What follows belongs to an exercise in optimizing a design on an open flow for small area and few clock cycles; a production flow would make more cautious choices.
Function was checked by simulation only, so behaviour that the tests miss may differ from the original.
No activity file was given, so power comes from the tool's default toggle rates.

## flow/flow/run.sh

```bash
#!/bin/bash
# The standard ORFS flow, with two changes: clock tree synthesis inserts no
# dummy loads, and the port buffers are the smallest buffer cell.
set -euo pipefail
bash standard.sh \
  "CTS_ARGS=-sink_clustering_enable -repair_clock_nets -dont_use_dummy_load -sink_clustering_size 20 -sink_clustering_max_diameter 55 -buf_list sky130_fd_sc_hd__clkbuf_8" \
  "BUFFER_PORTS_ARGS=-buffer_cell sky130_fd_sc_hd__buf_1" \
  finish > flow.log 2>&1
```

## flow/standard.sh

```bash
#!/bin/bash
# synth_recipe.tcl (not shown) runs the flow's synth.tcl, then flattens the netlist and writes it again
# the make line also repeats each setting of config.mk as NAME=value (left out here)
make -C /OpenROAD-flow-scripts/flow DESIGN_CONFIG=/design/flow/config.mk WORK_HOME=/design/flow/orfs CLKGATE_MAP_FILE= SYNTH_SCRIPT=/design/flow/synth_recipe.tcl "${@:-finish}"
```

## flow/config.mk

```make
export PLATFORM = sky130hd
export DESIGN_NAME = mono_raster
export DESIGN_NICKNAME = mono_raster
export VERILOG_FILES = /design/flow/design.v
export SDC_FILE = /design/flow/constraint.sdc
export NUM_CORES = 4
export LEC_CHECK = 0
export CAP_MARGIN = 20
export CORE_MARGIN = 2
export CORE_UTILIZATION = 40
export SLEW_MARGIN = 20
export SYNTH_HIERARCHICAL = 1
```

## flow/constraint.sdc

```tcl
create_clock -name core_clock -period 22.0 [get_ports {clk}]
set_input_delay 4.4000 -clock core_clock [delete_from_list [all_inputs] [get_ports {clk}]]
set_output_delay 4.4000 -clock core_clock [all_outputs]
set_load 0.01 [all_outputs]
```

## flow/design.v

```verilog
module mono_raster (
    input             clk,
    input             rst,
    input             start,
    input             cfg_dither,
    input      [15:0] cfg_width,
    input      [15:0] cfg_height,
    output            idle,
    output            err,
    input             pix_valid,
    input      [31:0] pix_data,
    output            pix_ready,
    output            out_valid,
    output     [7:0]  out_data,
    output            out_last,
    input             out_ready
);
    localparam MAXW = 384;
    localparam FD   = 2;         
    localparam S_IDLE  = 2'd0;
    localparam S_PIX   = 2'd2;
    localparam S_DRAIN = 2'd3;
    reg  [1:0]  state;
    reg         err_r;
    reg         mode_d;
    reg  [8:0]  wm1;         
    reg  [15:0] rows;        
    reg         first_row;
    reg  [2:0]  hdr_cnt;     
    reg  [8:0]  slot;        
    reg  [8:0]  lag;         
    reg         ov;
    reg  [7:0]  od;
    reg         ol;
    reg  [6:0]         seg0 [0:7];
    reg  [6:0]         seg1 [0:7];
    reg  [6:0]         seg2 [0:15];
    reg  [6:0]         seg3 [0:31];
    reg  [6:0]         seg4 [0:63];
    reg  [6:0]         seg5 [0:127];
    reg  [6:0]         seg6 [0:127];
    reg  [5:0]         ccode;               
    wire out_free = !ov || out_ready;
    wire hdr_done = hdr_cnt[2];
    wire hdr_pend = (state == S_PIX) && !hdr_done;
    assign idle      = (state == S_IDLE);
    assign err       = err_r;
    assign out_valid = ov || hdr_pend;
    assign out_data  = hdr_pend ? hdr_byte : od;
    assign out_last  = ol;
    wire cfg_bad = (cfg_width == 16'd0) || (cfg_width > MAXW) || (cfg_height == 16'd0);
    wire [8:0] lm1 = {wm1[8:3], 3'b111};
    wire [5:0] bw = wm1[8:3] + 6'd1;
    reg  [7:0] hdr_byte;
    always @(*) begin
        case (hdr_cnt[1:0])
            2'd0: hdr_byte = {2'b00, bw};
            2'd1: hdr_byte = 8'd0;
            2'd2: hdr_byte = rows[7:0];
            default: hdr_byte = rows[15:8];
        endcase
    end
    wire [7:0] in_val;
    mr_conv u_conv (.px(pix_data), .md(mode_d), .q(in_val));
    reg  [7:0] fifo [0:FD-1];
    reg        f_wp, f_rp;
    reg  [1:0] f_cnt;
    wire       f_empty = (f_cnt == 2'd0);
    wire [7:0] luma    = fifo[f_rp];
    wire last_col  = (slot == wm1);
    wire last_slot = (slot == lm1);
    wire last_row  = (rows == 16'd1);
    wire byte_done = (slot[2:0] == 3'd7) || last_col;
    wire [6:0] o0 = seg0[7];
    wire [6:0] o1 = wm1[3] ? seg1[7] : o0;
    wire [6:0] o2 = wm1[4] ? seg2[15] : o1;
    wire [6:0] o3 = wm1[5] ? seg3[31] : o2;
    wire [6:0] o4 = wm1[6] ? seg4[63] : o3;
    wire [6:0] o5 = (wm1[7] || wm1[8]) ? seg5[127] : o4;
    wire [6:0] tapv = wm1[8] ? seg6[127] : o5;
    wire [6:0] code_l = (slot == 9'd0) ? 7'd0 : seg0[0];
    wire [6:0] code_a = first_row ? 7'd0 : tapv;
    wire [5:0] code_c = (first_row || slot == 9'd0) ? 6'd0 : ccode;
    wire [8:0] u;
    mr_vsum u_vsum (.luma(luma), .L(code_l), .A(code_a), .C(code_c), .u(u));
    wire       white = u[8];                        
    wire       neg = !u[7];
    wire       inc = !(u[8] ^ u[7]);
    wire [6:0] mx  = u[6:0] ^ {7{neg}};
    wire [6:0] mag;
    wire [7:0] mc;
    assign mc[0] = inc;
    genvar gi;
    generate
        for (gi = 0; gi < 7; gi = gi + 1) begin : inc_
            assign mag[gi]  = mx[gi] ^ mc[gi];
            assign mc[gi+1] = mx[gi] & mc[gi];
        end
    endgenerate
    wire       g0  = mag[2] ? mag[1] : (mag[1] & mag[0]);
    wire [6:0] code_new = {neg, {mag[6:3], mag[2], g0} ^ {6{neg}}};
    wire       bit_v   = mode_d ? !white : !luma[2];
    wire [7:0] od_new = ((slot[2:0] == 3'd0) ? 8'd0 : od) | ({7'd0, bit_v} << (3'd7 - slot[2:0]));
    wire in_slot  = (lag == 9'd0);
    wire pix_fire = (state == S_PIX) && !f_empty && in_slot && out_free && (!byte_done || hdr_done);
    wire slot_hold = first_row && (slot == 9'd0) && in_slot && !pix_fire;
    wire [8:0] slot_next = last_slot ? 9'd0 : slot + 9'd1;
    wire last_lag  = (lag[2:0] == 3'd7) && (lag[8:3] == wm1[8:3]);
    assign pix_ready = (state == S_PIX) && (f_cnt != FD);
    wire in_fire = pix_valid && pix_ready;
    integer k;
    always @(posedge clk) begin
        seg0[0] <= pix_fire ? code_new : tapv;
        seg1[0] <= o0;
        seg2[0] <= o1;
        seg3[0] <= o2;
        seg4[0] <= o3;
        seg5[0] <= o4;
        seg6[0] <= o5;
        for (k = 1; k < 8; k = k + 1) begin
            seg0[k] <= seg0[k-1];
            seg1[k] <= seg1[k-1];
        end
        for (k = 1; k < 16; k = k + 1)
            seg2[k] <= seg2[k-1];
        for (k = 1; k < 32; k = k + 1)
            seg3[k] <= seg3[k-1];
        for (k = 1; k < 64; k = k + 1)
            seg4[k] <= seg4[k-1];
        for (k = 1; k < 128; k = k + 1) begin
            seg5[k] <= seg5[k-1];
            seg6[k] <= seg6[k-1];
        end
        if (pix_fire) begin
            ccode <= tapv[6:1];
        end
        if (in_fire)
            fifo[f_wp] <= in_val;
    end
    always @(posedge clk) begin
        if (state == S_IDLE) begin
            f_wp  <= 1'b0;
            f_rp  <= 1'b0;
            f_cnt <= 2'd0;
        end else begin
            if (in_fire)
                f_wp <= !f_wp;
            if (pix_fire)
                f_rp <= !f_rp;
            f_cnt <= f_cnt + in_fire - pix_fire;
        end
    end
    always @(posedge clk) begin
        if (rst) begin
            state     <= S_IDLE;
            err_r     <= 1'b0;
            ov        <= 1'b0;
        end else begin
            if (out_ready)
                ov <= 1'b0;
            case (state)
                S_IDLE: begin
                    if (start) begin
                        if (cfg_bad) begin
                            err_r <= 1'b1;
                        end else begin
                            err_r     <= 1'b0;
                            mode_d    <= cfg_dither;
                            wm1       <= cfg_width[8:0] - 9'd1;
                            rows      <= cfg_height;
                            first_row <= 1'b1;
                            hdr_cnt   <= 3'd0;
                            ol        <= 1'b0;
                            slot      <= 9'd0;
                            lag       <= 9'd0;
                            state     <= S_PIX;
                        end
                    end
                end
                S_PIX: begin
                    if (!slot_hold)
                        slot <= slot_next;
                    if (pix_fire)
                        lag <= last_col ? slot_next : 9'd0;
                    else if (!slot_hold)
                        lag <= last_lag ? 9'd0 : lag + 9'd1;
                    if (hdr_pend && out_ready)
                        hdr_cnt <= hdr_cnt + 3'd1;
                    if (pix_fire) begin
                        od <= od_new;
                        if (byte_done) begin
                            ov <= 1'b1;
                            ol <= last_col && last_row;
                        end
                        if (last_col) begin
                            rows      <= rows - 16'd1;
                            first_row <= 1'b0;
                            if (last_row)
                                state <= S_DRAIN;
                        end
                    end
                end
                default: begin  
                    if (out_free)
                        state <= S_IDLE;
                end
            endcase
        end
    end
endmodule
module mr_conv (input [31:0] px, input md, output [7:0] q);
    wire tr = (px[31:24] == 8'd0);
    wire [7:0] r = px[23:16];
    wire [7:0] g = px[15:8];
    wire [7:0] b = px[7:0];
    wire ntie = !((!px[1] & !px[8] & px[9] & px[10]) | (!px[8] & !px[9] & px[10] & !px[11]) | (!px[8] & px[9] & px[10] & !px[21]) | (px[1] & !px[8] & !px[9] & !px[10] & !px[21]) | (px[1] & px[8] & px[11] & px[21]) | (px[1] & px[10] & !px[11] & !px[21]));
    wire c1, c2;
    mr_fa fc1 (.a(r[0]), .b((!md & g[0])), .c(!md), .s(c1), .co(c2));
    wire c3, c4;
    mr_fa fc3 (.a(r[1]), .b(r[0]), .c(g[0]), .s(c3), .co(c4));
    wire c5, c6;
    mr_fa fc5 (.a((!md & g[1])), .b((!md & b[0])), .c(!md), .s(c5), .co(c6));
    wire c7, c8;
    mr_fa fc7 (.a(r[2]), .b(r[1]), .c(g[1]), .s(c7), .co(c8));
    wire c9, c10;
    mr_fa fc9 (.a((md ? g[0] : g[2])), .b((!md & b[1])), .c(!md), .s(c9), .co(c10));
    wire c11, c12;
    mr_fa fc11 (.a(r[3]), .b(r[2]), .c(r[0]), .s(c11), .co(c12));
    wire c13, c14;
    mr_fa fc13 (.a(g[2]), .b((md ? g[1] : g[3])), .c((!md & g[0])), .s(c13), .co(c14));
    wire c15 = (!md & b[2]) ^ !md;
    wire c16 = (!md & b[2]) & !md;
    wire c17, c18;
    mr_fa fc17 (.a(r[4]), .b(r[3]), .c(r[1]), .s(c17), .co(c18));
    wire c19, c20;
    mr_fa fc19 (.a(g[3]), .b(b[0]), .c((md ? g[2] : g[4])), .s(c19), .co(c20));
    wire c21, c22;
    mr_fa fc21 (.a((!md & g[1])), .b((!md & b[3])), .c(!md), .s(c21), .co(c22));
    wire c23, c24;
    mr_fa fc23 (.a(r[5]), .b(r[4]), .c(r[2]), .s(c23), .co(c24));
    wire c25, c26;
    mr_fa fc25 (.a(g[4]), .b(b[1]), .c(b[0]), .s(c25), .co(c26));
    wire c27, c28;
    mr_fa fc27 (.a((!md & r[0])), .b((md ? g[3] : g[5])), .c((!md & g[2])), .s(c27), .co(c28));
    wire c29 = (!md & b[4]) ^ !md;
    wire c30 = (!md & b[4]) & !md;
    wire c31, c32;
    mr_fa fc31 (.a(r[6]), .b(r[5]), .c(r[3]), .s(c31), .co(c32));
    wire c33, c34;
    mr_fa fc33 (.a(g[5]), .b(g[0]), .c(b[2]), .s(c33), .co(c34));
    wire c35, c36;
    mr_fa fc35 (.a(b[1]), .b((!md & r[1])), .c((md ? g[4] : g[6])), .s(c35), .co(c36));
    wire c37, c38;
    mr_fa fc37 (.a((!md & g[3])), .b((!md & b[5])), .c((!md & b[0])), .s(c37), .co(c38));
    wire c39, c40;
    mr_fa fc39 (.a(r[7]), .b(r[6]), .c(r[4]), .s(c39), .co(c40));
    wire c41, c42;
    mr_fa fc41 (.a(g[6]), .b(g[1]), .c(b[3]), .s(c41), .co(c42));
    wire c43, c44;
    mr_fa fc43 (.a(b[2]), .b((md ? r[0] : r[2])), .c((md ? g[5] : g[7])), .s(c43), .co(c44));
    wire c45, c46;
    mr_fa fc45 (.a((!md & g[4])), .b((!md & b[6])), .c((!md & b[1])), .s(c45), .co(c46));
    wire c47, c48;
    mr_fa fc47 (.a(r[7]), .b(r[5]), .c(g[7]), .s(c47), .co(c48));
    wire c49, c50;
    mr_fa fc49 (.a(g[2]), .b(b[4]), .c(b[3]), .s(c49), .co(c50));
    wire c51, c52;
    mr_fa fc51 (.a((md ? r[1] : r[3])), .b((!md & r[0])), .c((md & g[6])), .s(c51), .co(c52));
    wire c53, c54;
    mr_fa fc53 (.a((!md & g[5])), .b((md ? b[0] : b[7])), .c((!md & b[2])), .s(c53), .co(c54));
    wire c55, c56;
    mr_fa fc55 (.a(r[6]), .b(g[3]), .c(g[0]), .s(c55), .co(c56));
    wire c57, c58;
    mr_fa fc57 (.a(b[5]), .b(b[4]), .c((md ? r[2] : r[4])), .s(c57), .co(c58));
    wire c59, c60;
    mr_fa fc59 (.a((!md & r[1])), .b((md & g[7])), .c((!md & g[6])), .s(c59), .co(c60));
    wire c61, c62;
    mr_fa fc61 (.a((md & b[1])), .b((!md & b[3])), .c(!md), .s(c61), .co(c62));
    wire c63, c64;
    mr_fa fc63 (.a(r[7]), .b(g[4]), .c(g[1]), .s(c63), .co(c64));
    wire c65, c66;
    mr_fa fc65 (.a(b[6]), .b(b[5]), .c((md ? r[3] : r[5])), .s(c65), .co(c66));
    wire c67, c68;
    mr_fa fc67 (.a((md ? r[0] : r[2])), .b((md ? g[0] : g[7])), .c((md & b[2])), .s(c67), .co(c68));
    wire c69, c70;
    mr_fa fc69 (.a(g[5]), .b(g[2]), .c(b[7]), .s(c69), .co(c70));
    wire c71, c72;
    mr_fa fc71 (.a(b[6]), .b((md ? r[4] : r[6])), .c((md ? r[1] : r[3])), .s(c71), .co(c72));
    wire c73, c74;
    mr_fa fc73 (.a((md & g[1])), .b((md & b[3])), .c((md ? b[1] : b[5])), .s(c73), .co(c74));
    wire c75 = (md & r[0]) ^ (md & b[0]);
    wire c76 = (md & r[0]) & (md & b[0]);
    wire c77, c78;
    mr_fa fc77 (.a(g[6]), .b(g[3]), .c(b[7]), .s(c77), .co(c78));
    wire c79, c80;
    mr_fa fc79 (.a((md ? r[5] : r[7])), .b((md ? r[2] : r[4])), .c((md & g[2])), .s(c79), .co(c80));
    wire c81, c82;
    mr_fa fc81 (.a((md & b[4])), .b((md ? b[2] : b[6])), .c((md & r[1])), .s(c81), .co(c82));
    wire c83, c84;
    mr_fa fc83 (.a((md & g[0])), .b((md & b[1])), .c((md & b[0])), .s(c83), .co(c84));
    wire c85, c86;
    mr_fa fc85 (.a(g[7]), .b(g[4]), .c((md & r[6])), .s(c85), .co(c86));
    wire c87, c88;
    mr_fa fc87 (.a((md ? r[3] : r[5])), .b((md & g[3])), .c((md & b[5])), .s(c87), .co(c88));
    wire c89, c90;
    mr_fa fc89 (.a((md ? b[3] : b[7])), .b((md & r[2])), .c((md & g[1])), .s(c89), .co(c90));
    wire c91, c92;
    mr_fa fc91 (.a((md & b[2])), .b((md & b[1])), .c(!md), .s(c91), .co(c92));
    wire c93, c94;
    mr_fa fc93 (.a(g[5]), .b((md & r[7])), .c((md ? r[4] : r[6])), .s(c93), .co(c94));
    wire c95, c96;
    mr_fa fc95 (.a((md & g[4])), .b((md & b[6])), .c((md & b[4])), .s(c95), .co(c96));
    wire c97, c98;
    mr_fa fc97 (.a((md & r[3])), .b((md & r[0])), .c((md & g[2])), .s(c97), .co(c98));
    wire c99, c100;
    mr_fa fc99 (.a((md & b[3])), .b((md & b[2])), .c(!md), .s(c99), .co(c100));
    wire c101, c102;
    mr_fa fc101 (.a(g[6]), .b((md ? r[5] : r[7])), .c((md & g[5])), .s(c101), .co(c102));
    wire c103, c104;
    mr_fa fc103 (.a((md & b[7])), .b((md & b[5])), .c((md & r[4])), .s(c103), .co(c104));
    wire c105, c106;
    mr_fa fc105 (.a((md & r[1])), .b((md & g[3])), .c((md & g[0])), .s(c105), .co(c106));
    wire c107, c108;
    mr_fa fc107 (.a((md & b[4])), .b((md & b[3])), .c(!md), .s(c107), .co(c108));
    wire c109, c110;
    mr_fa fc109 (.a(g[7]), .b((md & r[6])), .c((md & g[6])), .s(c109), .co(c110));
    wire c111, c112;
    mr_fa fc111 (.a((md & b[6])), .b((md & r[5])), .c((md & r[2])), .s(c111), .co(c112));
    wire c113, c114;
    mr_fa fc113 (.a((md & g[4])), .b((md & g[1])), .c((md & b[5])), .s(c113), .co(c114));
    wire c115, c116;
    mr_fa fc115 (.a((md & r[7])), .b((md & g[7])), .c((md & b[7])), .s(c115), .co(c116));
    wire c117, c118;
    mr_fa fc117 (.a((md & r[6])), .b((md & r[3])), .c((md & g[5])), .s(c117), .co(c118));
    wire c119, c120;
    mr_fa fc119 (.a((md & g[2])), .b((md & b[6])), .c((md & b[5])), .s(c119), .co(c120));
    wire c121, c122;
    mr_fa fc121 (.a((md & r[7])), .b((md & r[4])), .c((md & g[6])), .s(c121), .co(c122));
    wire c123, c124;
    mr_fa fc123 (.a((md & g[3])), .b((md & b[7])), .c((md & b[6])), .s(c123), .co(c124));
    wire c125, c126;
    mr_fa fc125 (.a((md & r[5])), .b((md & g[7])), .c((md & g[4])), .s(c125), .co(c126));
    wire c127, c128;
    mr_fa fc127 (.a(c2), .b(c3), .c(c5), .s(c127), .co(c128));
    wire c129, c130;
    mr_fa fc129 (.a(c4), .b(c6), .c(c7), .s(c129), .co(c130));
    wire c131, c132;
    mr_fa fc131 (.a(c8), .b(c10), .c(c11), .s(c131), .co(c132));
    wire c133 = c13 ^ c15;
    wire c134 = c13 & c15;
    wire c135, c136;
    mr_fa fc135 (.a(c12), .b(c14), .c(c16), .s(c135), .co(c136));
    wire c137, c138;
    mr_fa fc137 (.a(c17), .b(c19), .c(c21), .s(c137), .co(c138));
    wire c139, c140;
    mr_fa fc139 (.a(c18), .b(c20), .c(c22), .s(c139), .co(c140));
    wire c141, c142;
    mr_fa fc141 (.a(c23), .b(c25), .c(c27), .s(c141), .co(c142));
    wire c143, c144;
    mr_fa fc143 (.a(c24), .b(c26), .c(c28), .s(c143), .co(c144));
    wire c145, c146;
    mr_fa fc145 (.a(c30), .b(c31), .c(c33), .s(c145), .co(c146));
    wire c147 = c35 ^ c37;
    wire c148 = c35 & c37;
    wire c149, c150;
    mr_fa fc149 (.a(c32), .b(c34), .c(c36), .s(c149), .co(c150));
    wire c151, c152;
    mr_fa fc151 (.a(c38), .b(c39), .c(c41), .s(c151), .co(c152));
    wire c153, c154;
    mr_fa fc153 (.a(c43), .b(c45), .c(!md), .s(c153), .co(c154));
    wire c155, c156;
    mr_fa fc155 (.a(c40), .b(c42), .c(c44), .s(c155), .co(c156));
    wire c157, c158;
    mr_fa fc157 (.a(c46), .b(c47), .c(c49), .s(c157), .co(c158));
    wire c159 = c51 ^ c53;
    wire c160 = c51 & c53;
    wire c161, c162;
    mr_fa fc161 (.a(c48), .b(c50), .c(c52), .s(c161), .co(c162));
    wire c163, c164;
    mr_fa fc163 (.a(c54), .b(c55), .c(c57), .s(c163), .co(c164));
    wire c165 = c59 ^ c61;
    wire c166 = c59 & c61;
    wire c167, c168;
    mr_fa fc167 (.a(c56), .b(c58), .c(c60), .s(c167), .co(c168));
    wire c169, c170;
    mr_fa fc169 (.a(c62), .b(c63), .c(c65), .s(c169), .co(c170));
    wire c171 = c67 ^ (md ? b[0] : b[4]);
    wire c172 = c67 & (md ? b[0] : b[4]);
    wire c173, c174;
    mr_fa fc173 (.a(c64), .b(c66), .c(c68), .s(c173), .co(c174));
    wire c175, c176;
    mr_fa fc175 (.a(c69), .b(c71), .c(c73), .s(c175), .co(c176));
    wire c177, c178;
    mr_fa fc177 (.a(c70), .b(c72), .c(c74), .s(c177), .co(c178));
    wire c179, c180;
    mr_fa fc179 (.a(c76), .b(c77), .c(c79), .s(c179), .co(c180));
    wire c181, c182;
    mr_fa fc181 (.a(c81), .b(c83), .c(!md), .s(c181), .co(c182));
    wire c183, c184;
    mr_fa fc183 (.a(c78), .b(c80), .c(c82), .s(c183), .co(c184));
    wire c185, c186;
    mr_fa fc185 (.a(c84), .b(c85), .c(c87), .s(c185), .co(c186));
    wire c187 = c89 ^ c91;
    wire c188 = c89 & c91;
    wire c189, c190;
    mr_fa fc189 (.a(c86), .b(c88), .c(c90), .s(c189), .co(c190));
    wire c191, c192;
    mr_fa fc191 (.a(c92), .b(c93), .c(c95), .s(c191), .co(c192));
    wire c193 = c97 ^ c99;
    wire c194 = c97 & c99;
    wire c195, c196;
    mr_fa fc195 (.a(c94), .b(c96), .c(c98), .s(c195), .co(c196));
    wire c197, c198;
    mr_fa fc197 (.a(c100), .b(c101), .c(c103), .s(c197), .co(c198));
    wire c199 = c105 ^ c107;
    wire c200 = c105 & c107;
    wire c201, c202;
    mr_fa fc201 (.a(c102), .b(c104), .c(c106), .s(c201), .co(c202));
    wire c203, c204;
    mr_fa fc203 (.a(c108), .b(c109), .c(c111), .s(c203), .co(c204));
    wire c205 = c113 ^ (md & b[4]);
    wire c206 = c113 & (md & b[4]);
    wire c207, c208;
    mr_fa fc207 (.a(c110), .b(c112), .c(c114), .s(c207), .co(c208));
    wire c209, c210;
    mr_fa fc209 (.a(c115), .b(c117), .c(c119), .s(c209), .co(c210));
    wire c211, c212;
    mr_fa fc211 (.a(c116), .b(c118), .c(c120), .s(c211), .co(c212));
    wire c213 = c121 ^ c123;
    wire c214 = c121 & c123;
    wire c215, c216;
    mr_fa fc215 (.a(c122), .b(c124), .c(c125), .s(c215), .co(c216));
    wire c217, c218;
    mr_fa fc217 (.a(c126), .b((md & r[6])), .c((md & g[5])), .s(c217), .co(c218));
    wire c219, c220;
    mr_fa fc219 (.a(c128), .b(c129), .c(c9), .s(c219), .co(c220));
    wire c221, c222;
    mr_fa fc221 (.a(c130), .b(c131), .c(c133), .s(c221), .co(c222));
    wire c223, c224;
    mr_fa fc223 (.a(c132), .b(c134), .c(c135), .s(c223), .co(c224));
    wire c225, c226;
    mr_fa fc225 (.a(c136), .b(c138), .c(c139), .s(c225), .co(c226));
    wire c227 = c141 ^ c29;
    wire c228 = c141 & c29;
    wire c229, c230;
    mr_fa fc229 (.a(c140), .b(c142), .c(c143), .s(c229), .co(c230));
    wire c231 = c145 ^ c147;
    wire c232 = c145 & c147;
    wire c233, c234;
    mr_fa fc233 (.a(c144), .b(c146), .c(c148), .s(c233), .co(c234));
    wire c235, c236;
    mr_fa fc235 (.a(c149), .b(c151), .c(c153), .s(c235), .co(c236));
    wire c237, c238;
    mr_fa fc237 (.a(c150), .b(c152), .c(c154), .s(c237), .co(c238));
    wire c239, c240;
    mr_fa fc239 (.a(c155), .b(c157), .c(c159), .s(c239), .co(c240));
    wire c241, c242;
    mr_fa fc241 (.a(c156), .b(c158), .c(c160), .s(c241), .co(c242));
    wire c243, c244;
    mr_fa fc243 (.a(c161), .b(c163), .c(c165), .s(c243), .co(c244));
    wire c245, c246;
    mr_fa fc245 (.a(c162), .b(c164), .c(c166), .s(c245), .co(c246));
    wire c247, c248;
    mr_fa fc247 (.a(c167), .b(c169), .c(c171), .s(c247), .co(c248));
    wire c249, c250;
    mr_fa fc249 (.a(c168), .b(c170), .c(c172), .s(c249), .co(c250));
    wire c251, c252;
    mr_fa fc251 (.a(c173), .b(c175), .c(c75), .s(c251), .co(c252));
    wire c253, c254;
    mr_fa fc253 (.a(c174), .b(c176), .c(c177), .s(c253), .co(c254));
    wire c255 = c179 ^ c181;
    wire c256 = c179 & c181;
    wire c257, c258;
    mr_fa fc257 (.a(c178), .b(c180), .c(c182), .s(c257), .co(c258));
    wire c259, c260;
    mr_fa fc259 (.a(c183), .b(c185), .c(c187), .s(c259), .co(c260));
    wire c261, c262;
    mr_fa fc261 (.a(c184), .b(c186), .c(c188), .s(c261), .co(c262));
    wire c263, c264;
    mr_fa fc263 (.a(c189), .b(c191), .c(c193), .s(c263), .co(c264));
    wire c265, c266;
    mr_fa fc265 (.a(c190), .b(c192), .c(c194), .s(c265), .co(c266));
    wire c267, c268;
    mr_fa fc267 (.a(c195), .b(c197), .c(c199), .s(c267), .co(c268));
    wire c269, c270;
    mr_fa fc269 (.a(c196), .b(c198), .c(c200), .s(c269), .co(c270));
    wire c271, c272;
    mr_fa fc271 (.a(c201), .b(c203), .c(c205), .s(c271), .co(c272));
    wire c273, c274;
    mr_fa fc273 (.a(c202), .b(c204), .c(c206), .s(c273), .co(c274));
    wire c275 = c207 ^ c209;
    wire c276 = c207 & c209;
    wire c277, c278;
    mr_fa fc277 (.a(c208), .b(c210), .c(c211), .s(c277), .co(c278));
    wire c279, c280;
    mr_fa fc279 (.a(c212), .b(c214), .c(c215), .s(c279), .co(c280));
    wire c281, c282;
    mr_fa fc281 (.a(c218), .b((md & r[7])), .c((md & g[6])), .s(c281), .co(c282));
    wire c283, c284;
    mr_fa fc283 (.a(c222), .b(c223), .c(c137), .s(c283), .co(c284));
    wire c285, c286;
    mr_fa fc285 (.a(c224), .b(c225), .c(c227), .s(c285), .co(c286));
    wire c287, c288;
    mr_fa fc287 (.a(c226), .b(c228), .c(c229), .s(c287), .co(c288));
    wire c289, c290;
    mr_fa fc289 (.a(c230), .b(c232), .c(c233), .s(c289), .co(c290));
    wire c291, c292;
    mr_fa fc291 (.a(c234), .b(c236), .c(c237), .s(c291), .co(c292));
    wire c293, c294;
    mr_fa fc293 (.a(c238), .b(c240), .c(c241), .s(c293), .co(c294));
    wire c295, c296;
    mr_fa fc295 (.a(c242), .b(c244), .c(c245), .s(c295), .co(c296));
    wire c297, c298;
    mr_fa fc297 (.a(c246), .b(c248), .c(c249), .s(c297), .co(c298));
    wire c299, c300;
    mr_fa fc299 (.a(c250), .b(c252), .c(c253), .s(c299), .co(c300));
    wire c301, c302;
    mr_fa fc301 (.a(c254), .b(c256), .c(c257), .s(c301), .co(c302));
    wire c303, c304;
    mr_fa fc303 (.a(c258), .b(c260), .c(c261), .s(c303), .co(c304));
    wire c305, c306;
    mr_fa fc305 (.a(c262), .b(c264), .c(c265), .s(c305), .co(c306));
    wire c307, c308;
    mr_fa fc307 (.a(c266), .b(c268), .c(c269), .s(c307), .co(c308));
    wire c309, c310;
    mr_fa fc309 (.a(c270), .b(c272), .c(c273), .s(c309), .co(c310));
    wire c311, c312;
    mr_fa fc311 (.a(c274), .b(c276), .c(c277), .s(c311), .co(c312));
    wire c313, c314;
    mr_fa fc313 (.a(c278), .b(c279), .c((md & b[7])), .s(c313), .co(c314));
    wire c315, c316;
    mr_fa fc315 (.a(c280), .b(c216), .c(c217), .s(c315), .co(c316));
    wire c317, c318;
    mr_fa fc317 (.a(c286), .b(c287), .c(c231), .s(c317), .co(c318));
    wire c319, c320;
    mr_fa fc319 (.a(c288), .b(c289), .c(c235), .s(c319), .co(c320));
    wire c321, c322;
    mr_fa fc321 (.a(c290), .b(c291), .c(c239), .s(c321), .co(c322));
    wire c323, c324;
    mr_fa fc323 (.a(c292), .b(c293), .c(c243), .s(c323), .co(c324));
    wire c325, c326;
    mr_fa fc325 (.a(c294), .b(c295), .c(c247), .s(c325), .co(c326));
    wire c327, c328;
    mr_fa fc327 (.a(c296), .b(c297), .c(c251), .s(c327), .co(c328));
    wire c329, c330;
    mr_fa fc329 (.a(c298), .b(c299), .c(c255), .s(c329), .co(c330));
    wire c331, c332;
    mr_fa fc331 (.a(c300), .b(c301), .c(c259), .s(c331), .co(c332));
    wire c333, c334;
    mr_fa fc333 (.a(c302), .b(c303), .c(c263), .s(c333), .co(c334));
    wire c335, c336;
    mr_fa fc335 (.a(c304), .b(c305), .c(c267), .s(c335), .co(c336));
    wire c337, c338;
    mr_fa fc337 (.a(c306), .b(c307), .c(c271), .s(c337), .co(c338));
    wire c339, c340;
    mr_fa fc339 (.a(c308), .b(c309), .c(c275), .s(c339), .co(c340));
    wire c341, c342;
    mr_fa fc341 (.a(c310), .b(c311), .c(c213), .s(c341), .co(c342));
    wire c343, c344;
    mr_fa fc343 (.a(c342), .b(c312), .c(c313), .s(c343), .co(c344));
    wire c345, c346;
    mr_fa fc345 (.a(c344), .b(c314), .c(c315), .s(c345), .co(c346));
    wire c347, c348;
    mr_fa fc347 (.a(c346), .b(c316), .c(c281), .s(c347), .co(c348));
    wire c349, c350;
    mr_fa fc349 (.a(c348), .b(c282), .c((md & g[7])), .s(c349), .co(c350));
    wire c351 = (c1 & (!md & ntie)) | (1'b0 & (c1 ^ (!md & ntie)));
    wire c352 = (c127 & 1'b0) | (c351 & (c127 ^ 1'b0));
    wire c353 = (c219 & 1'b0) | (c352 & (c219 ^ 1'b0));
    wire c354 = (c220 & c221) | (c220 & c353) | (c221 & c353);
    wire c355 = (c283 & 1'b0) | (c354 & (c283 ^ 1'b0));
    wire c356 = (c284 & c285) | (c284 & c355) | (c285 & c355);
    wire c357 = (c317 & 1'b0) | (c356 & (c317 ^ 1'b0));
    wire c358 = (c318 & c319) | (c318 & c357) | (c319 & c357);
    wire c359 = (c320 & c321) | (c320 & c358) | (c321 & c358);
    wire c360 = (c322 & c323) | (c322 & c359) | (c323 & c359);
    wire c361 = (c324 & c325) | (c324 & c360) | (c325 & c360);
    wire c362 = (c326 & c327) | (c326 & c361) | (c327 & c361);
    wire c363 = (c328 & c329) | (c328 & c362) | (c329 & c362);
    wire c364 = (c330 & c331) | (c330 & c363) | (c331 & c363);
    wire c365 = (c332 & c333) | (c332 & c364) | (c333 & c364);
    wire c366 = (c334 & c335) | (c334 & c365) | (c335 & c365);
    wire c367, c368;
    mr_fa fc367 (.a(c336), .b(c337), .c(c366), .s(c367), .co(c368));
    wire c369, c370;
    mr_fa fc369 (.a(c338), .b(c339), .c(c368), .s(c369), .co(c370));
    wire c371, c372;
    mr_fa fc371 (.a(c340), .b(c341), .c(c370), .s(c371), .co(c372));
    wire c373 = c343 ^ 1'b0 ^ c372;
    wire c374 = (c343 & 1'b0) | (c372 & (c343 ^ 1'b0));
    wire c375 = c345 ^ 1'b0 ^ c374;
    wire c376 = (c345 & 1'b0) | (c374 & (c345 ^ 1'b0));
    wire c377 = c347 ^ 1'b0 ^ c376;
    wire c378 = (c347 & 1'b0) | (c376 & (c347 ^ 1'b0));
    wire c379 = c349 ^ 1'b0 ^ c378;
    wire c380 = (c349 & 1'b0) | (c378 & (c349 ^ 1'b0));
    wire c381 = c350 ^ 1'b0 ^ c380;
    wire c382 = (c350 & 1'b0) | (c380 & (c350 ^ 1'b0));
    assign q = {c381, c379, c377, c375, c373, c371, c369, c367} | {8{tr}};
endmodule
module mr_vsum (input [7:0] luma, input [6:0] L, input [6:0] A, input [5:0] C, output [8:0] u);
    wire v1, v2;
    mr_fa fv1 (.a(luma[0]), .b(L[1]), .c(L[2]), .s(v1), .co(v2));
    wire v3, v4;
    mr_fa fv3 (.a(L[0]), .b(!L[6]), .c(A[1]), .s(v3), .co(v4));
    wire v5, v6;
    mr_fa fv5 (.a(A[2]), .b(A[0]), .c(!A[6]), .s(v5), .co(v6));
    wire v7 = C[0] ^ !C[5] ^ 1'b1;
    wire v8 = (C[0] & !C[5]) | (C[0] & 1'b1) | (!C[5] & 1'b1);
    wire v9, v10;
    mr_fa fv9 (.a(luma[1]), .b(L[2]), .c(L[3]), .s(v9), .co(v10));
    wire v11, v12;
    mr_fa fv11 (.a(!L[6]), .b(A[2]), .c(A[3]), .s(v11), .co(v12));
    wire v13, v14;
    mr_fa fv13 (.a(!A[6]), .b(C[1]), .c(!C[5]), .s(v13), .co(v14));
    wire v15, v16;
    mr_fa fv15 (.a(luma[2]), .b(L[3]), .c(L[4]), .s(v15), .co(v16));
    wire v17, v18;
    mr_fa fv17 (.a(!L[6]), .b(A[3]), .c(A[4]), .s(v17), .co(v18));
    wire v19, v20;
    mr_fa fv19 (.a(!A[6]), .b(C[2]), .c(!C[5]), .s(v19), .co(v20));
    wire v21, v22;
    mr_fa fv21 (.a(luma[3]), .b(L[4]), .c(L[5]), .s(v21), .co(v22));
    wire v23, v24;
    mr_fa fv23 (.a(!L[6]), .b(A[4]), .c(A[5]), .s(v23), .co(v24));
    wire v25, v26;
    mr_fa fv25 (.a(!A[6]), .b(C[3]), .c(!C[5]), .s(v25), .co(v26));
    wire v27, v28;
    mr_fa fv27 (.a(luma[4]), .b(L[5]), .c(A[5]), .s(v27), .co(v28));
    wire v29 = C[4] ^ !C[5];
    wire v30 = C[4] & !C[5];
    wire v31, v32;
    mr_fa fv31 (.a(luma[5]), .b(!L[6]), .c(!A[6]), .s(v31), .co(v32));
    wire v33, v34;
    mr_fa fv33 (.a(v1), .b(v3), .c(v5), .s(v33), .co(v34));
    wire v35, v36;
    mr_fa fv35 (.a(v2), .b(v4), .c(v6), .s(v35), .co(v36));
    wire v37, v38;
    mr_fa fv37 (.a(v8), .b(v9), .c(v11), .s(v37), .co(v38));
    wire v39 = v13 ^ 1'b1;
    wire v40 = v13 & 1'b1;
    wire v41, v42;
    mr_fa fv41 (.a(v10), .b(v12), .c(v14), .s(v41), .co(v42));
    wire v43, v44;
    mr_fa fv43 (.a(v15), .b(v17), .c(v19), .s(v43), .co(v44));
    wire v45, v46;
    mr_fa fv45 (.a(v16), .b(v18), .c(v20), .s(v45), .co(v46));
    wire v47, v48;
    mr_fa fv47 (.a(v21), .b(v23), .c(v25), .s(v47), .co(v48));
    wire v49, v50;
    mr_fa fv49 (.a(v22), .b(v24), .c(v26), .s(v49), .co(v50));
    wire v51 = v27 ^ v29;
    wire v52 = v27 & v29;
    wire v53, v54;
    mr_fa fv53 (.a(v28), .b(v30), .c(v31), .s(v53), .co(v54));
    wire v55, v56;
    mr_fa fv55 (.a(v34), .b(v35), .c(v37), .s(v55), .co(v56));
    wire v57, v58;
    mr_fa fv57 (.a(v36), .b(v38), .c(v40), .s(v57), .co(v58));
    wire v59 = v41 ^ v43;
    wire v60 = v41 & v43;
    wire v61, v62;
    mr_fa fv61 (.a(v42), .b(v44), .c(v45), .s(v61), .co(v62));
    wire v63, v64;
    mr_fa fv63 (.a(v46), .b(v48), .c(v49), .s(v63), .co(v64));
    wire v65, v66;
    mr_fa fv65 (.a(v50), .b(v52), .c(v53), .s(v65), .co(v66));
    wire v67, v68;
    mr_fa fv67 (.a(v54), .b(v32), .c(luma[6]), .s(v67), .co(v68));
    wire v69, v70;
    mr_fa fv69 (.a(v56), .b(v57), .c(v59), .s(v69), .co(v70));
    wire v71, v72;
    mr_fa fv71 (.a(v58), .b(v60), .c(v61), .s(v71), .co(v72));
    wire v73, v74;
    mr_fa fv73 (.a(v62), .b(v63), .c(v51), .s(v73), .co(v74));
    wire v75, v76;
    mr_fa fv75 (.a(v70), .b(v71), .c(v47), .s(v75), .co(v76));
    wire v77, v78;
    mr_fa fv77 (.a(v74), .b(v64), .c(v65), .s(v77), .co(v78));
    wire v79, v80;
    mr_fa fv79 (.a(v76), .b(v72), .c(v73), .s(v79), .co(v80));
    wire v81, v82;
    mr_fa fv81 (.a(v78), .b(v66), .c(v67), .s(v81), .co(v82));
    wire v83, v84;
    mr_fa fv83 (.a(v82), .b(v68), .c(luma[7]), .s(v83), .co(v84));
    wire v85 = v33 ^ v7 ^ 1'b0;
    wire v86 = (v33 & v7) | (1'b0 & (v33 ^ v7));
    wire v87, v88;
    mr_fa fv87 (.a(v55), .b(v39), .c(v86), .s(v87), .co(v88));
    wire v89 = v69 ^ 1'b0 ^ v88;
    wire v90 = (v69 & 1'b0) | (v88 & (v69 ^ 1'b0));
    wire v91 = v75 ^ 1'b0 ^ v90;
    wire v92 = (v75 & 1'b0) | (v90 & (v75 ^ 1'b0));
    wire v93 = v79 ^ 1'b0 ^ v92;
    wire v94 = (v79 & 1'b0) | (v92 & (v79 ^ 1'b0));
    wire v95, v96;
    mr_fa fv95 (.a(v80), .b(v77), .c(v94), .s(v95), .co(v96));
    wire v97 = v81 ^ 1'b0 ^ v96;
    wire v98 = (v81 & 1'b0) | (v96 & (v81 ^ 1'b0));
    wire v99 = v83 ^ 1'b0 ^ v98;
    wire v100 = (v83 & 1'b0) | (v98 & (v83 ^ 1'b0));
    wire v101 = v84 ^ 1'b0 ^ v100;
    wire v102 = (v84 & 1'b0) | (v100 & (v84 ^ 1'b0));
    assign u = {v101, v99, v97, v95, v93, v91, v89, v87, v85};
endmodule
module mr_fa (input a, input b, input c, output s, output co);
    assign s  = a ^ b ^ c;
    assign co = (a & b) | (a & c) | (b & c);
endmodule
```

==> impl_metrics.ini, run 1 <==
[global_routing]
grt.met1_usage = 0.160
busiest_layer = met1
antenna_found_initial = 9
grt_max_degree = 45
met3_usage = 0.0242
grt_overflow = 0
grt_pass1_wl_mm = 139
met2_usage = 0.160
track_usage = 0.110
grt_pass1_vias = 24600

[power]
power_density_nw_per_um2 = 107
peakVddDrop_v = 0.0000651
leakagePower_uw = 0.0278
internal_power_uw = 5930
p_seq_frac = 0.678
swShare = 0.208
switchingPower_uw = 1550
combPwrFrac = 0.055
clock_power_share = 0.267

[placement]
placed_area_um2 = 67800
dp_slack_ns = 9.74
io_buffers = 82
dp_cells = 5871
gp_congestion = 0.759
hpwlAfterDp_mm = 56.0

[synth]
postSynthCellCount = 3665
synthArstFlopShare = 0
ys_warn_count = 14
synth_ff_type = dfxtp_1
synth_edf_count = 79
ys_ff_latch = 2776
syn_nets = 3985
yosysSeqAreaShare = 0.868
syn_area_um2 = 64900
ys_types = 64
syn_avg_cell_area_um2 = 17.7

[die]
chipWidth_um = 407
die_area_um2 = 166000
initial_utilization = 0.404
io_pins = 83
fp.coreArea_um2 = 161000
die_h_um = 407
num_rows = 147

[cts]
cts_sinks = 2776
cts_resized = 0
path_clk_slew_ns = 0.11
cts_tree = done
cts_max_path_buffers = 3
hold_buffers = 0
cts_made_buffers = 165
cts_max_level = 4
cts-root-buf = clkbuf_8
post_cts_buffers = 0
clk_latency_ns = 0.89

[routing]
ant_nets = 0
routed_wl_mm = 87.9
vias = 24200
wl_per_cell_um = 14.6
dr.pass1.iters = 5
viasPerCell = 4.01
drc = 0
drt-initial-drc-count = 1391

[sta]
tns_ns = 0
setup_viol = 0
fin_crit_ns = 11.33
tightest_slew_ns = 1.08
max_slew_margin = 0.278
fin_worst_skew_ns = 0.101
fmax_mhz = 88.3
final_hold_viol_count = 0
timing.final.ws_setup_ns = 10.67
finalCritPeriodShare = 0.515
maxSlewViolCount = 0
rsz0062_at_grt = no

[worst_setup_path]
timing.rr.end = seg0[0][4]
crit_path_start = pix_data[20]
rr_worst_depth = 26
endpoint = fifo[1][7]
worstPathArrival_ns = 11.84
path_class = input pin to register
crit_required_ns = 22.51
start_kind = input pin
worstPathMaxFanout = 5
endpoint_kind = register
reg2reg_slack_ns = 13.45
regToRegStartpoint = slot[0]

[finish]
nNetsFinal = 4198
fin_area_um2 = 70100
final_cells = 6038
fillers = 14000
area_growth_pct = 7.93
final_util = 0.436
drive_above_1_share = 0.0555

[hold_path]
worstHoldPathType = register to register

[run]
maxCapViolCount = 0

[run_status]
status = complete, no violations
==> cell type report <==
class / instances / area (µm²) / area share
repair buffers: 92 / 383 / 0.00546
diodes: 2 / 5.00 / 0.0000714
clock buffers: 165 / 2270 / 0.0324
multi-input cells: 791 / 8180 / 0.117
inverters: 52 / 195 / 0.00278
well taps: 2160 / 2700 / 0.0386
flip-flops and latches: 2776 / 56400 / 0.804
==> logic make-up (layout without fill, tap and decap cells) <==
logic type / Yosys count / in the layout / share of synthesized area
AO/OA/AOI/OAI: 154 / 154 / 0.0166
AND/OR/NAND/NOR: 293 / 293 / 0.0243
adder cells (fa/ha/maj): 252 / 252 / 0.0716
XOR/XNOR: 68 / 68 / 0.00917
buffers and inverters: 98 / 309 / 0.00640
flip-flops: 2776 / 2776 / 0.868
multiplexers: 24 / 24 / 0.00401
other: 0 / 2 / 0
==> power by group through the flow <==
stage               combinational [µW]  sequential [µW]  clock (µW)
floorplan                          265             5180           0
global placement                   433             5180           0
detailed placement                 428             5190           0
CTS                                430             5070        2100
global route                       471             5070        2280
finish                             413             5070        2000
==> modules after synthesis, one instance, submodules excluded <==
| module | cell area (µm²) | times used | cells inside | flip-flops and latches |
|---|---|---|---|---|
| mr_fa | 20.0 | 200 | 1 | 0 |
| mr_vsum | 228 | 1 | 27 | 0 |
| mr_conv | 952 | 1 | 136 | 0 |
| mono_raster | 59800 | 1 | 3302 | 2776 |
==> routing by layer <==
layer,up-vias,share of wire
met5,-,0.000080
met4,2,0.026
met3,167,0.039
met2,366,0.42
met1,11700,0.52
li1,11900,-
==> Yosys cell counts, drive strengths merged (10+ instances only) <==
cell | n | area, µm²
a21oi | 23 | 119
xnor2 | 41 | 359
inv | 52 | 195
xor2 | 27 | 236
a21o | 13 | 97.6
and2 | 36 | 225
nand2 | 66 | 248
nand2b | 25 | 156
nor2 | 56 | 213
fa | 200 | 4000
a22oi | 10 | 75.1
nor4 | 13 | 81.3
buf | 24 | 138
edfxtp | 79 | 2370
mux2 | 16 | 180
nand3 | 13 | 65.1
clkbuf | 22 | 82.6
a221oi | 19 | 166
ha | 50 | 626
o21ai | 32 | 164
nor2b | 23 | 159
dfxtp | 2697 | 54000
nor3 | 15 | 80.1
==> worst min path at each step <==
stage                     start           to  slack (ns)  depth (start not counted)
floorplan            seg0[1][0]   seg0[2][0]        0.31                          0
global placement     seg6[4][5]   seg6[5][5]        0.31                          0
detailed placement  seg4[20][3]  seg4[21][3]        0.31                          0
CTS                  seg2[2][4]   seg2[3][4]        0.26                          0
global route         seg2[2][4]   seg2[3][4]        0.27                          0
finish              seg3[16][5]  seg3[17][5]        0.26                          0
==> worst max-delay path: stages <==
cell and delay, ns:
buf_1 0.49, and2_1 0.35, a21o_1 0.19, fa_1 0.46
fa_1 0.44, fa_1 0.56, fa_1 0.44, fa_1 0.54
a222oi_1 0.79, and3_1 0.40, nor4_1 0.07, a221o_1 0.43
fa_1 0.44, fa_1 0.40, fa_1 0.38, ha_1 0.20
ha_1 0.20, ha_1 0.20, ha_1 0.21, xnor2_1 0.15
nand2_1 0.08
==> metrics by stage <==
step | hold WS [ns] | power (µW)
detailed placement | 0.312 | 5610
floorplan | 0.310 | 5450
global route | 0.272 | 7820
global placement | 0.310 | 5620
CTS | 0.258 | 7600
finish | 0.261 | 7480
==> state kept, by name (all words and copies together), names as in the netlist, 2 cells and up, named ones only <==
| signal | count |
|---|---|
| seg5 | 896 |
| fifo | 16 |
| hdr_cnt | 3 |
| state | 2 |
| seg0 | 56 |
| seg3 | 224 |
| seg6 | 896 |
| wm1 | 9 |
| rows | 16 |
| slot | 9 |
| f_cnt | 2 |
| od | 8 |
| ccode | 6 |
| lag | 9 |
| seg1 | 56 |
| seg4 | 448 |
| seg2 | 112 |
==> cell usage in the layout (no fill, tap or decap), types with 12 or more instances in the layout <==
| master | netlist | layout |
|---|---|---|
| dfxtp_1 | 2697 | 2697 |
| fa_1 | 200 | 200 |
| clkbuf_8 | 0 | 165 |
| buf_1 | 4 | 82 |
| edfxtp_1 | 79 | 79 |
| nand2_1 | 66 | 66 |
| nor2_1 | 55 | 55 |
| inv_1 | 50 | 50 |
| ha_1 | 50 | 50 |
| xnor2_1 | 41 | 41 |
| and2_1 | 36 | 36 |
| o21ai_0 | 31 | 31 |
| xor2_1 | 27 | 27 |
| nand2b_1 | 25 | 25 |
| a21oi_1 | 22 | 22 |
| nor2b_1 | 21 | 21 |
| a221oi_1 | 19 | 19 |
| mux2_2 | 16 | 16 |
| nor3_1 | 14 | 14 |
| nand3_1 | 13 | 13 |
| a21o_1 | 13 | 13 |
| nor4_1 | 13 | 12 |
Testbench counts, summed over its fixed seeds: cycles 267,576.
==> inputs of run 2 (changes only) <==
==> flow/flow/run.sh (replaced) <==
#!/bin/bash
# The standard ORFS flow, with two changes: clock tree synthesis inserts no
# dummy loads, and the port buffers are the smallest buffer cell.
set -euo pipefail
bash standard.sh \
  "CTS_ARGS=-sink_clustering_enable -repair_clock_nets -dont_use_dummy_load -sink_clustering_size 22 -sink_clustering_max_diameter 60 -buf_list sky130_fd_sc_hd__clkbuf_8" \
  "BUFFER_PORTS_ARGS=-buffer_cell sky130_fd_sc_hd__buf_1" \
  finish > flow.log 2>&1
--- a/flow/config.mk
+++ b/flow/config.mk
@@ -8,5 +8,5 @@
 export CAP_MARGIN = 20
 export CORE_MARGIN = 2
-export CORE_UTILIZATION = 40
+export CORE_UTILIZATION = 50
 export SLEW_MARGIN = 20
 export SYNTH_HIERARCHICAL = 1
==> impl_metrics.ini, run 2 <==
[synth]
synth_commonest_cells = dfxtp_1 (2,697), fa_1 (200), edfxtp_1 (79)
ys_types = 64
synth_compound_area_frac = 0.0166
ys_warn_count = 14
synth_ff_type = dfxtp_1
synth_xor_area_frac = 0.00917
synthArstFlopShare = 0
yosys-top-cells-area = dfxtp_1 (83%), fa_1 (6.2%), edfxtp_1 (3.7%)
syn_area_um2 = 64900
syn_avg_cell_area_um2 = 17.7
synth_top_family_by_area = adder cells
synthAdderAreaFrac = 0.0716
muxShareOfSynthArea = 0.00401
synth_edf_count = 79
synth_top_area_cell = dfxtp_1
yosysSeqAreaShare = 0.868
yosys.area.top_type_share = 0.831
syn_nets = 3985
synth-simple-area-share = 0.0243
ys_ff_latch = 2776
yosysMostFrequentCell = dfxtp_1
postSynthCellCount = 3665

[sta]
fin_crit_ns = 10.77
fmax_mhz = 92.9
setup_viol = 0
rsz0062_at_grt = no
timing.final.ws_setup_ns = 11.23
fin_worst_skew_ns = 0.163
fin_hold_ws_ns = 0.221
tns_ns = 0
final_hold_viol_count = 0
finalCritPeriodShare = 0.489
tightest_slew_ns = 1.08
maxSlewViolCount = 0
max_slew_margin = 0.272

[cts]
cts-root-buf = clkbuf_8
clk_latency_ns = 0.90
cts_made_buffers = 150
cts_max_path_buffers = 3
post_cts_buffers = 0
cts_tree = done
cts_sinks = 2776
path_clk_slew_ns = 0.11
cts_resized = 0
hold_buffers = 0
cts_max_level = 4

[global_routing]
grt_pass1_vias = 24100
track_usage = 0.134
antenna_found_initial = 6
grt_max_degree = 45
grt_overflow = 0
grt_pass1_wl_mm = 136

[finish]
final_cell_mix = dfxtp_1 (2,697), fa_1 (200), clkbuf_8 (150)
fillers = 10400
drive_above_1_share = 0.0528
biggestRegsByFlops = seg5: 896 flops, seg6: 896 flops, seg4: 448 flops
final_common_cell = dfxtp_1
area_growth_pct = 6.88
nNetsFinal = 4187
fin_area_um2 = 69400

[die]
io_pins = 83
die_h_um = 364
initial_utilization = 0.503
fp.coreArea_um2 = 129000
chipWidth_um = 364
num_rows = 132
die_area_um2 = 133000

[routing]
dr.pass1.iters = 5
drt-initial-drc-count = 1210
ant_nets = 0
drc = 0
routed_wl_mm = 86.1
vias = 23900
viasPerCell = 4.26
wl_per_cell_um = 15.3

[power]
peakVddDrop_v = 0.0000625
power_density_nw_per_um2 = 106
finalPower_uw = 7380
leakagePower_uw = 0.0277

[worst_setup_path]
reg2reg_slack_ns = 13.28
worstPathArrival_ns = 11.28
crit_required_ns = 22.51
endpoint_kind = register
worstPathMaxFanout = 5
start_kind = input pin
path_class = input pin to register

[placement]
dp_slack_ns = 10.21
io_buffers = 82
gp_congestion = 0.786
placed_area_um2 = 67300
hpwlAfterDp_mm = 54.8

[hold_path]
worstHoldPathType = register to register

[run]
maxCapViolCount = 0

[run_status]
status = complete, no violations
==> run 2: area by class of cell <==
cell class	instances	area, µm²	share of cell area
timing repair buffer	96	413	0.00595
clock buffer	150	2060	0.0297
sequential	2776	56400	0.812
antenna	5	12.5	0.000180
multi-input combinational	791	8190	0.118
inverter	52	195	0.00281
tap	1742	2180	0.0314
==> run 2: power by group <==
| part | internal (µW) | leakage [µW] | switching, µW |
|---|---|---|---|
| logic | 175 | 0.00372 | 205 |
| registers | 5070 | 0.0229 | 0.759 |
| clock network | 619 | 0.00108 | 1310 |
==> run 2: stage by stage <==
step | cells | utilization
3_5_place_dp | 5457 | 0.521
6_report | 5612 | 0.537
4_1_cts | 5607 | 0.537
5_1_grt | 5612 | 0.537
3_3_place_gp | 5457 | 0.521
2_1_floorplan | 3665 | -
==> run 2: final timing paths <==
path	start	endpoint	cells past startpoint
hold reg to reg	seg6[109][3]	seg6[110][3]	0
hold / removal	seg6[109][3]	seg6[110][3]	0
setup / recovery	pix_data[19]	fifo[0][7]	21
setup reg to reg	wm1[5]	seg0[0][4]	25
==> run 2: modules after synthesis (local to each module, per instance) <==
module / cells / area [µm²]
mr_fa: 1 / 20.0
mono_raster: 3302 / 59800
mr_conv: 136 / 952
mr_vsum: 27 / 228
==> run 2: cells by family (layout without fill, tap and decap cells) <==
logic type	count (synthesis)	in the layout
flops	2776	2776
simple gates	293	293
fa+ha+maj	252	252
compound gates	154	154
buf+inv	98	298
xor+xnor	68	68
mux	24	24
other cells	0	5
==> run 2: worst max-delay path, cell delays in order <==
cell and delay, ns:
buf_1 0.41, and2_1 0.38, a21o_1 0.25, fa_1 0.47, fa_1 0.49, fa_1 0.44
fa_1 0.44, fa_1 0.55, a222oi_1 0.54, and3_1 0.31, nor4_1 0.07, a221o_1 0.36
fa_1 0.39, fa_1 0.38, fa_1 0.37, ha_1 0.19, ha_1 0.20, ha_1 0.20
ha_1 0.20, xnor2_1 0.15, nand2_1 0.08
==> run 2: per-layer routing <==
layer / up-vias / GRT usage / routed length, µm
li1: 11900 / - / -
met2: 323 / 0.185 / 34100
met4: 0 / 0.0490 / 2550
met1: 11500 / 0.206 / 46400
met5: - / 0 / 0
met3: 176 / 0.0286 / 3020
==> inputs of run 3 (changes only) <==
--- a/flow/config.mk
+++ b/flow/config.mk
@@ -8,5 +8,5 @@
 export CAP_MARGIN = 20
 export CORE_MARGIN = 2
-export CORE_UTILIZATION = 50
+export CORE_UTILIZATION = 40
 export SLEW_MARGIN = 20
 export SYNTH_HIERARCHICAL = 1
==> impl_metrics.ini, run 3 <==
[finish]
nNetsFinal = 4184
final_cell_mix = dfxtp_1 (2,697), fa_1 (200), clkbuf_8 (151)
drive_above_1_share = 0.0520
fin_area_um2 = 69900
final_util = 0.434
area_growth_pct = 7.64
final_common_cell = dfxtp_1
biggestRegsByFlops = seg5: 896 flops, seg6: 896 flops, seg4: 448 flops

[cts]
cts-root-buf = clkbuf_8
post_cts_buffers = 0
path_clk_slew_ns = 0.11
cts_tree = done
clk_latency_ns = 0.88
cts_max_level = 4
cts_max_path_buffers = 3
hold_buffers = 0
cts_resized = 0
cts_made_buffers = 151
cts_sinks = 2776

[worst_setup_path]
endpoint_kind = register
regToRegStartpoint = slot[0]
path_class = input pin to register
crit_required_ns = 22.51
start_kind = input pin
reg2reg_slack_ns = 13.45
timing.rr.end = seg0[0][4]
worstPathArrival_ns = 11.86
worstPathMaxFanout = 5
rr_worst_depth = 26

[die]
die_area_um2 = 166000
chipWidth_um = 407
num_rows = 147
initial_utilization = 0.404
fp.coreArea_um2 = 161000
die_h_um = 407
io_pins = 83

[hold_path]
whs_endpoint = seg4[26][6]
holdPathStages = 0
worstHoldPathType = register to register
hold_path_startpoint = seg4[25][6]

[routing]
vias = 24000
wl_per_cell_um = 14.6
drt-initial-drc-count = 1322
routed_wl_mm = 87.7
ant_nets = 0
dr.pass1.iters = 5
drc = 0
viasPerCell = 3.98

[synth]
synth_top_area_cell = dfxtp_1
synthArstFlopShare = 0
synth_edf_count = 79
ys_types = 64
syn_area_um2 = 64900
yosysSeqAreaShare = 0.868
synth_commonest_cells = dfxtp_1 (2,697), fa_1 (200), edfxtp_1 (79)
yosys-top-cells-area = dfxtp_1 (83%), fa_1 (6.2%), edfxtp_1 (3.7%)
ys_warn_count = 14
yosysMostFrequentCell = dfxtp_1
yosys.area.top_type_share = 0.831
ys_ff_latch = 2776
syn_avg_cell_area_um2 = 17.7
synth_ff_type = dfxtp_1
syn_nets = 3985
postSynthCellCount = 3665

[power]
switchingPower_uw = 1540
swShare = 0.208
finalPower_uw = 7420
p_seq_frac = 0.684
peakVddDrop_v = 0.0000638
internal_power_uw = 5870
power_density_nw_per_um2 = 106
leakagePower_uw = 0.0277
combPwrFrac = 0.056
clock_power_share = 0.260

[global_routing]
grt_pass1_vias = 24400
grt_pass1_wl_mm = 139
grt_overflow = 0
grt_max_degree = 45
antenna_found_initial = 10
track_usage = 0.109

[sta]
fin_crit_ns = 11.34
tns_ns = 0
max_slew_margin = 0.229
setup_viol = 0
rsz0062_at_grt = no
final_hold_viol_count = 0
tightest_slew_ns = 1.15
fmax_mhz = 88.2
timing.final.ws_setup_ns = 10.66
fin_worst_skew_ns = 0.108
finalCritPeriodShare = 0.516
maxSlewViolCount = 0

[placement]
gp_congestion = 0.759
hpwlAfterDp_mm = 56.0
placed_area_um2 = 67800
io_buffers = 82
dp_slack_ns = 9.74

[run]
maxCapViolCount = 0

[run_status]
status = complete, no violations
==> run 3: cell counts after synthesis <==
Identical to the previous run, type by type.
==> run 3: cell type report <==
type / count / area (µm²)
fill: 14000 / 91000
sequential: 2776 / 56400
multi-input combinational: 791 / 8180
tap: 2160 / 2700
clock buffer: 151 / 2080
timing repair buffer: 92 / 383
inverter: 52 / 195
antenna: 3 / 7.51
==> run 3: how the worst max path moves through the flow <==
stage,slack (ns),startpoint,cells past startpoint,to
2_1_floorplan,11.50,pix_data[1],19,fifo[0][6]
3_3_place_gp,9.76,pix_data[1],20,fifo[0][7]
3_5_place_dp,9.74,pix_data[20],19,fifo[0][6]
4_1_cts,10.67,pix_data[20],20,fifo[1][7]
5_1_grt,10.32,pix_data[20],20,fifo[1][7]
6_report,10.66,pix_data[20],21,fifo[1][7]
==> run 3: Yosys stat by module (local to each module, per instance) <==
module | flip-flops and latches | cells inside | area, µm² | copies in the design
mono_raster | 2776 | 3302 | 59800 | 1
mr_conv | 0 | 136 | 952 | 1
mr_fa | 0 | 1 | 20.0 | 200
mr_vsum | 0 | 27 | 228 | 1
==> run 3: critical path: stages <==
cell      delay [ns]
buf_1           0.49
and2_1          0.36
a21o_1          0.19
fa_1            0.46
fa_1            0.52
fa_1            0.44
fa_1            0.49
fa_1            0.54
a222oi_1        0.79
and3_1          0.40
nor4_1          0.08
a221o_1         0.43
fa_1            0.45
fa_1            0.40
fa_1            0.38
ha_1            0.20
ha_1            0.20
ha_1            0.20
ha_1            0.21
xnor2_1         0.15
nand2_1         0.08
==> run 3: logic make-up (layout without fill, tap and decap cells) <==
family	after synthesis	after routing	synth area share
buf+inv	98	295	0.00640
compound gates	154	154	0.0166
mux	24	24	0.00401
other cells	0	3	0
flops	2776	2776	0.868
xor+xnor	68	68	0.00917
simple gates	293	293	0.0243
fa+ha+maj	252	252	0.0716
==> run 3: power by group through the flow <==
stage               clock [µW]  combinational [µW]  sequential (µW)
finish                    1930                 413             5070
global route              2210                 471             5070
CTS                       2030                 430             5070
detailed placement           0                 428             5190
global placement             0                 433             5180
floorplan                    0                 265             5180
==> run 3: routing by layer <==
metal,vias to the layer above,routed length [µm],part of all wire,GRT usage
met5,-,7,0.000080,0
met1,11600,46000,0.52,0.162
met3,167,3240,0.037,0.0227
li1,11900,-,-,-
met4,2,2140,0.024,0.0352
met2,334,36400,0.41,0.159
==> run 3: through the flow <==
stage               std cells  hold slack (ns)
floorplan                3665            0.310
global placement         5871            0.310
detailed placement       5871            0.312
CTS                      6022            0.239
global route             6024            0.231
finish                   6025            0.243

## static timing again, ports no longer ideal
The results above use ideal ports. As a check the final layouts listed here were re-extracted and re-timed, cells and wires unchanged. Step 1 sets driving cells, clkbuf_16 on the clock port and buf_2 on the other inputs (assumed; they add their load-dependent delay and slew). Step 2 also shifts input and output timing later by t, the mid clock arrival at the registers, as if the neighbouring blocks saw the same clock. a / b / c = no drivers / after step 1 / after step 2; a / b = the first two.
run | t, ns | slack for setup (ns) | cell pins on the clock port's net
run 1 | 0.926 | 10.673 / 10.720 / 9.793 | 1
run 2 | 0.893 | 11.233 / 11.286 / 10.393 | 1
run 3 | 0.923 | 10.657 / 10.705 / 9.782 | 1
After both steps every run listed still meets setup and hold. The setup slack of run 1, which loses most, moves by +0.047 ns with the drivers and by -0.880 ns with both steps.
